This design comes from an exercise in tuning for small area, a short achievable clock period and few clock cycles on the open sky130 flow, not from production work. RTL that was checked went through simulation tests only; none was proved equivalent to the original. Power is estimated from default activity; no workload was simulated.

== fjord ==
// fdrd_stream
module fdrd_stream (
    input  wire        clk,
    input  wire        rst,             
    input  wire        start,
    input  wire [11:0] frame_len,
    output wire        start_ready,
    input  wire        in_valid,
    input  wire [7:0]  in_data,
    output wire        in_ready,
    output reg         rec_valid,
    output wire [63:0] rec_ts,
    output wire [7:0]  rec_prio,
    output wire [31:0] rec_lon,
    output wire [31:0] rec_lat,
    output wire [15:0] rec_alt,
    output wire [15:0] rec_angle,
    output wire [7:0]  rec_sats,
    output wire [15:0] rec_speed,
    output wire [15:0] rec_event_io,
    output wire [15:0] rec_total_io,
    output wire [15:0] rec_cnt_1b,
    output wire [15:0] rec_cnt_2b,
    output wire [15:0] rec_cnt_4b,
    output wire [15:0] rec_cnt_8b,
    output wire [15:0] rec_cnt_nx,
    output wire [9:0]  rec_elem_first,
    output wire [10:0] rec_off,
    output wire [10:0] rec_len,
    output reg         elem_valid,
    output wire [15:0] elem_id,
    output wire [2:0]  elem_kind,
    output wire [7:0]  elem_rec,
    output wire [15:0] elem_vlen,
    output wire [10:0] elem_voff,
    output wire [63:0] elem_val,
    output reg         done,
    output reg  [2:0]  result,
    output wire [7:0]  anomaly,
    output wire [15:0] crc_calc,
    output wire [7:0]  ack,
    output wire [7:0]  rec_count,
    output wire [9:0]  elem_count,
    output wire [10:0] err_pos
);
Size: about 550 flip-flops, about 22,000 µm² of cells after synthesis.
export LEC_CHECK = 0
export CAP_MARGIN = 20
export CORE_ASPECT_RATIO = 0.35
export CORE_MARGIN = 2
export CORE_UTILIZATION = 48
export SLEW_MARGIN = 20
create_clock -name core_clock -period 11.0 [get_ports {clk}]
standard.sh (not shown) runs the stock make flow with config.mk's settings and CLKGATE_MAP_FILE= SYNTH_SCRIPT=/design/flow/synth_recipe.tcl, a recipe that flattens the netlist after the stock synthesis.
==> flow/flow/run.sh <==
#!/bin/bash
# Standard ORFS layout (unchanged synthesis, SDC and clock) with:
#  - timing repair aimed at a larger setup slack margin, so it keeps working
#    below the 11 ns clock;
#  - port buffers of the smallest buffer cell (every port is still buffered);
#  - a clock tree of clkbuf_16 with larger sink clusters and no dummy loads.
set -euo pipefail
CTS="-sink_clustering_enable -repair_clock_nets -sink_clustering_size 26 -sink_clustering_max_diameter 100 -buf_list sky130_fd_sc_hd__clkbuf_16 -dont_use_dummy_load"
bash standard.sh SETUP_SLACK_MARGIN=7.58 \
  "BUFFER_PORTS_ARGS=-buffer_cell sky130_fd_sc_hd__buf_1" \
  "CTS_ARGS=$CTS" finish > make_finish.log 2>&1
fjord | stages: all done | timing, DRC, antenna: all pass
Testbench counts of fjord, summed over its fixed seeds: cycles 92,202.
Input changes introduced in juniper (baseline for comparison: fjord):
- changing CORE_ASPECT_RATIO from 0.35 to 0.25
==> comparison <==
juniper ran to completion and came out clean on the timing, DRC and antenna checks. Taking juniper as 1.0, fjord lands at 1.2 on floorplan row count. Power per cell area is higher on fjord. The number of instances resized during post-cts repair in juniper was higher than what fjord gave.
The following lists how quartz was set up differently from juniper:
- PLACE_DENSITY newly set to 0.8
- CORE_UTILIZATION changed from 48 to 70
- CORE_ASPECT_RATIO removed (was 0.25)
--- a/flow/flow/run.sh
+++ b/flow/flow/run.sh
@@ -9 +9 @@
-bash standard.sh SETUP_SLACK_MARGIN=7.58 \
+bash standard.sh SETUP_SLACK_MARGIN=7.55 \
Results
Half-perimeter wire length after detailed placement: quartz vs juniper up 2.2%
Lower final worst-path setup slack goes to quartz over juniper.
Sort juniper and quartz by fraction of the core area covered by cells at the end of the flow desc -> top: quartz
Per the comparison of quartz with juniper, fraction of layout cells with a size suffix above 1 shows a reduction of 10 points, source-to-sink clock delay at the later pin of the worst-skew pair went down 20 ps, global-route wire length before repair saw a decrease, worst slack on hold paths went down by 40 ps.
quartz reports its end of the critical path as rec_ts[52] while juniper reports elem_id[1].
Here is what was changed in the inputs of sierra compared with quartz.
- PLACE_DENSITY: 0.8 -> unset
- CORE_UTILIZATION: 70 -> 48
- CORE_ASPECT_RATIO: unset -> 0.35
--- a/flow/flow/run.sh
+++ b/flow/flow/run.sh
@@ -9 +9 @@
-bash standard.sh SETUP_SLACK_MARGIN=7.55 \
+bash standard.sh SETUP_SLACK_MARGIN=7.54 \
Findings:
Taking quartz as the reference, in sierra final cell count higher; utilization after layout lower.
For the number of global-route vias before repair, sierra came in 1,296 lower than quartz did.
In sierra, the least setup slack across all paths after layout came out 140 ps above the value in quartz.
Critical-path cell with the highest stage delay = edfxtp_1: quartz; critical-path cell with the highest stage delay = dfxtp_1: sierra
Diff quartz -> sierra: clock slew seen by the registers of the worst setup and hold paths held, register area held, number of DRC violations after detailed-routing iteration 0 went down about 9%.
#### Input delta (nickel over sierra)
- CORE_UTILIZATION changed from 48 to 55
--- a/flow/flow/run.sh
+++ b/flow/flow/run.sh
@@ -8,2 +8,2 @@
-CTS="-sink_clustering_enable -repair_clock_nets -sink_clustering_size 26 -sink_clustering_max_diameter 100 -buf_list sky130_fd_sc_hd__clkbuf_16 -dont_use_dummy_load"
-bash standard.sh SETUP_SLACK_MARGIN=7.54 \
+CTS="-sink_clustering_enable -repair_clock_nets -sink_clustering_size 22 -sink_clustering_max_diameter 90 -buf_list sky130_fd_sc_hd__clkbuf_16 -dont_use_dummy_load"
+bash standard.sh SETUP_SLACK_MARGIN=7.58 \
## What came out
Comparing nickel with sierra, the number of nets in the layout came out essentially unchanged.
Sequential cell area in the final layout across nickel and sierra: no real change.
From sierra to nickel the numbers moved as follows: relative area change from synthesis to final layout up 0.73 points; post-route standard cell area excluding fillers up about 0.64%; tightest hold margin down 3.0 ps.
Summary of nickel over sierra: number of clock buffers inserted by TritonCTS higher, logic depth of the worst path, buffers included roughly the same, global-route wire length before repair higher.

* * *

Setup of build 94:
fdrd_stream, a different RTL version from the one above (not shown whole).
Size in the first run: ~540 flip-flops, roughly 550 I/O pins.
==> flow/design.v (excerpt) <==
module fdrd_stream (
    input  wire        clk,
    input  wire        rst,             
    input  wire        start,
    input  wire [11:0] frame_len,
    output wire        start_ready,
    input  wire        in_valid,
    input  wire [7:0]  in_data,
    output wire        in_ready,
    output reg         rec_valid,
    output wire [63:0] rec_ts,
    output wire [7:0]  rec_prio,
    output wire [31:0] rec_lon,
    output wire [31:0] rec_lat,
    output wire [15:0] rec_alt,
    output wire [15:0] rec_angle,
    output wire [7:0]  rec_sats,
    output wire [15:0] rec_speed,
    output wire [15:0] rec_event_io,
    output wire [15:0] rec_total_io,
    output wire [15:0] rec_cnt_1b,
    output wire [15:0] rec_cnt_2b,
    output wire [15:0] rec_cnt_4b,
    output wire [15:0] rec_cnt_8b,
    output wire [15:0] rec_cnt_nx,
    output wire [9:0]  rec_elem_first,
    output wire [10:0] rec_off,
    output wire [10:0] rec_len,
    output reg         elem_valid,
    output wire [15:0] elem_id,
    output wire [2:0]  elem_kind,
    output wire [7:0]  elem_rec,
    output wire [15:0] elem_vlen,
    output wire [10:0] elem_voff,
    output wire [63:0] elem_val,
    output reg         done,
    output reg  [2:0]  result,
    output wire [7:0]  anomaly,
    output wire [15:0] crc_calc,
    output wire [7:0]  ack,
    output wire [7:0]  rec_count,
    output wire [9:0]  elem_count,
    output wire [10:0] err_pos
);
    localparam [2:0] R_OK        = 3'd1;
    localparam [2:0] R_FRAME_LEN = 3'd2;
    localparam [2:0] R_SHORT     = 3'd3;
    localparam [2:0] R_CODEC     = 3'd4;
    localparam [2:0] R_CRC       = 3'd5;
    localparam [2:0] R_MALFORMED = 3'd6;
    localparam [3:0] S_HDR  = 4'd0,    
                     S_END  = 4'd1,    
                     S_RH   = 4'd2,    
                     S_CNT0 = 4'd3,    
                     S_CNT1 = 4'd4,    
                     S_ID0  = 4'd5,
                     S_ID1  = 4'd6,
                     S_NXL0 = 4'd7,
                     S_NXL1 = 4'd8,
                     S_V0   = 4'd9,    
                     S_V    = 4'd10;   
    function [15:0] crc_byte(input [15:0] c, input [7:0] d);
        integer i;
  ...
export LEC_CHECK = 0
export CAP_MARGIN = 20
export CORE_MARGIN = 2
export CORE_UTILIZATION = 60
export SLEW_MARGIN = 20
create_clock -name core_clock -period 11.0 [get_ports {clk}]
==> flow/flow/run.sh <==
#!/bin/bash
# Standard ORFS layout (unchanged synthesis, SDC and clock). Timing repair aims
# at a larger setup slack margin so it keeps working below the 11 ns clock.
set -euo pipefail
bash standard.sh SETUP_SLACK_MARGIN=7.7 finish > make_finish.log 2>&1
Relative to build 94, the following input files were edited for trial 25:
==> flow/flow/run.sh <==
#!/bin/bash
# Standard ORFS layout (unchanged synthesis, SDC and clock). Timing repair aims
# at a larger setup slack margin so it keeps working below the 11 ns clock, and
# the port buffers use the smallest buffer cell.
set -euo pipefail
bash standard.sh SETUP_SLACK_MARGIN=7.7 "BUFFER_PORTS_ARGS=-buffer_cell sky130_fd_sc_hd__buf_1" finish > make_finish.log 2>&1
==> notes.md <==
Taking build 94 as the reference point, the share of post-route cells with drive strength above 1 of trial 25 falls by 3.1 points.
The final reports for trial 25 and build 94 show final period utilization lower in the former.
Trial 25: largest clock skew in the final design 0.0093 ns above build 94
Comparing wire length of the first global-routing pass for build 94 and trial 25, the bigger number came from build 94.
NOTE leakage power figure build 94->trial 25 decreased by a few percent
Trial 25 vs build 94: non-clock buffer count down by a few percent
No run of this note included a check of the RTL's function; only the layout flow was run.

-- port drivers added, routing unchanged --
In the flow no input, the clock included, has a driving cell. The finished layouts below were timed again as built, in two steps. Step 1: set_driving_cell puts a clkbuf_16 on clk and a buf_2 on each other input, an assumption about the parent block. Step 2 also shifts input and output timing later by t, the mid clock arrival at the registers, as if the neighbouring blocks saw the same clock. Three values: ideal, step 1, step 2; two values: the first two.
| run | shift t [ns] | setup WS [ns] | clock arrival spread, ns |
|---|---|---|---|
| fjord | 0.605 | 7.621 / 7.564 / 7.238 | 0.077 / 0.077 |
| juniper | 0.626 | 7.573 / 7.510 / 7.358 | 0.090 / 0.090 |
| quartz | 0.603 | 7.454 / 7.400 / 7.318 | 0.064 / 0.063 |
| sierra | 0.614 | 7.593 / 7.533 / 7.285 | 0.086 / 0.086 |
| nickel | 0.639 | 7.601 / 7.541 / 7.209 | 0.034 / 0.033 |
| build 94 | 0.664 | 7.275 / 7.275 / 7.122 | 0.024 / 0.024 |
| trial 25 | 0.658 | 7.306 / 7.306 / 7.235 | 0.034 / 0.034 |
After both steps setup and hold are still met in every run listed. For nickel, which loses most, drivers alone change the setup slack by -0.060 ns; drivers and shift together by -0.392 ns.
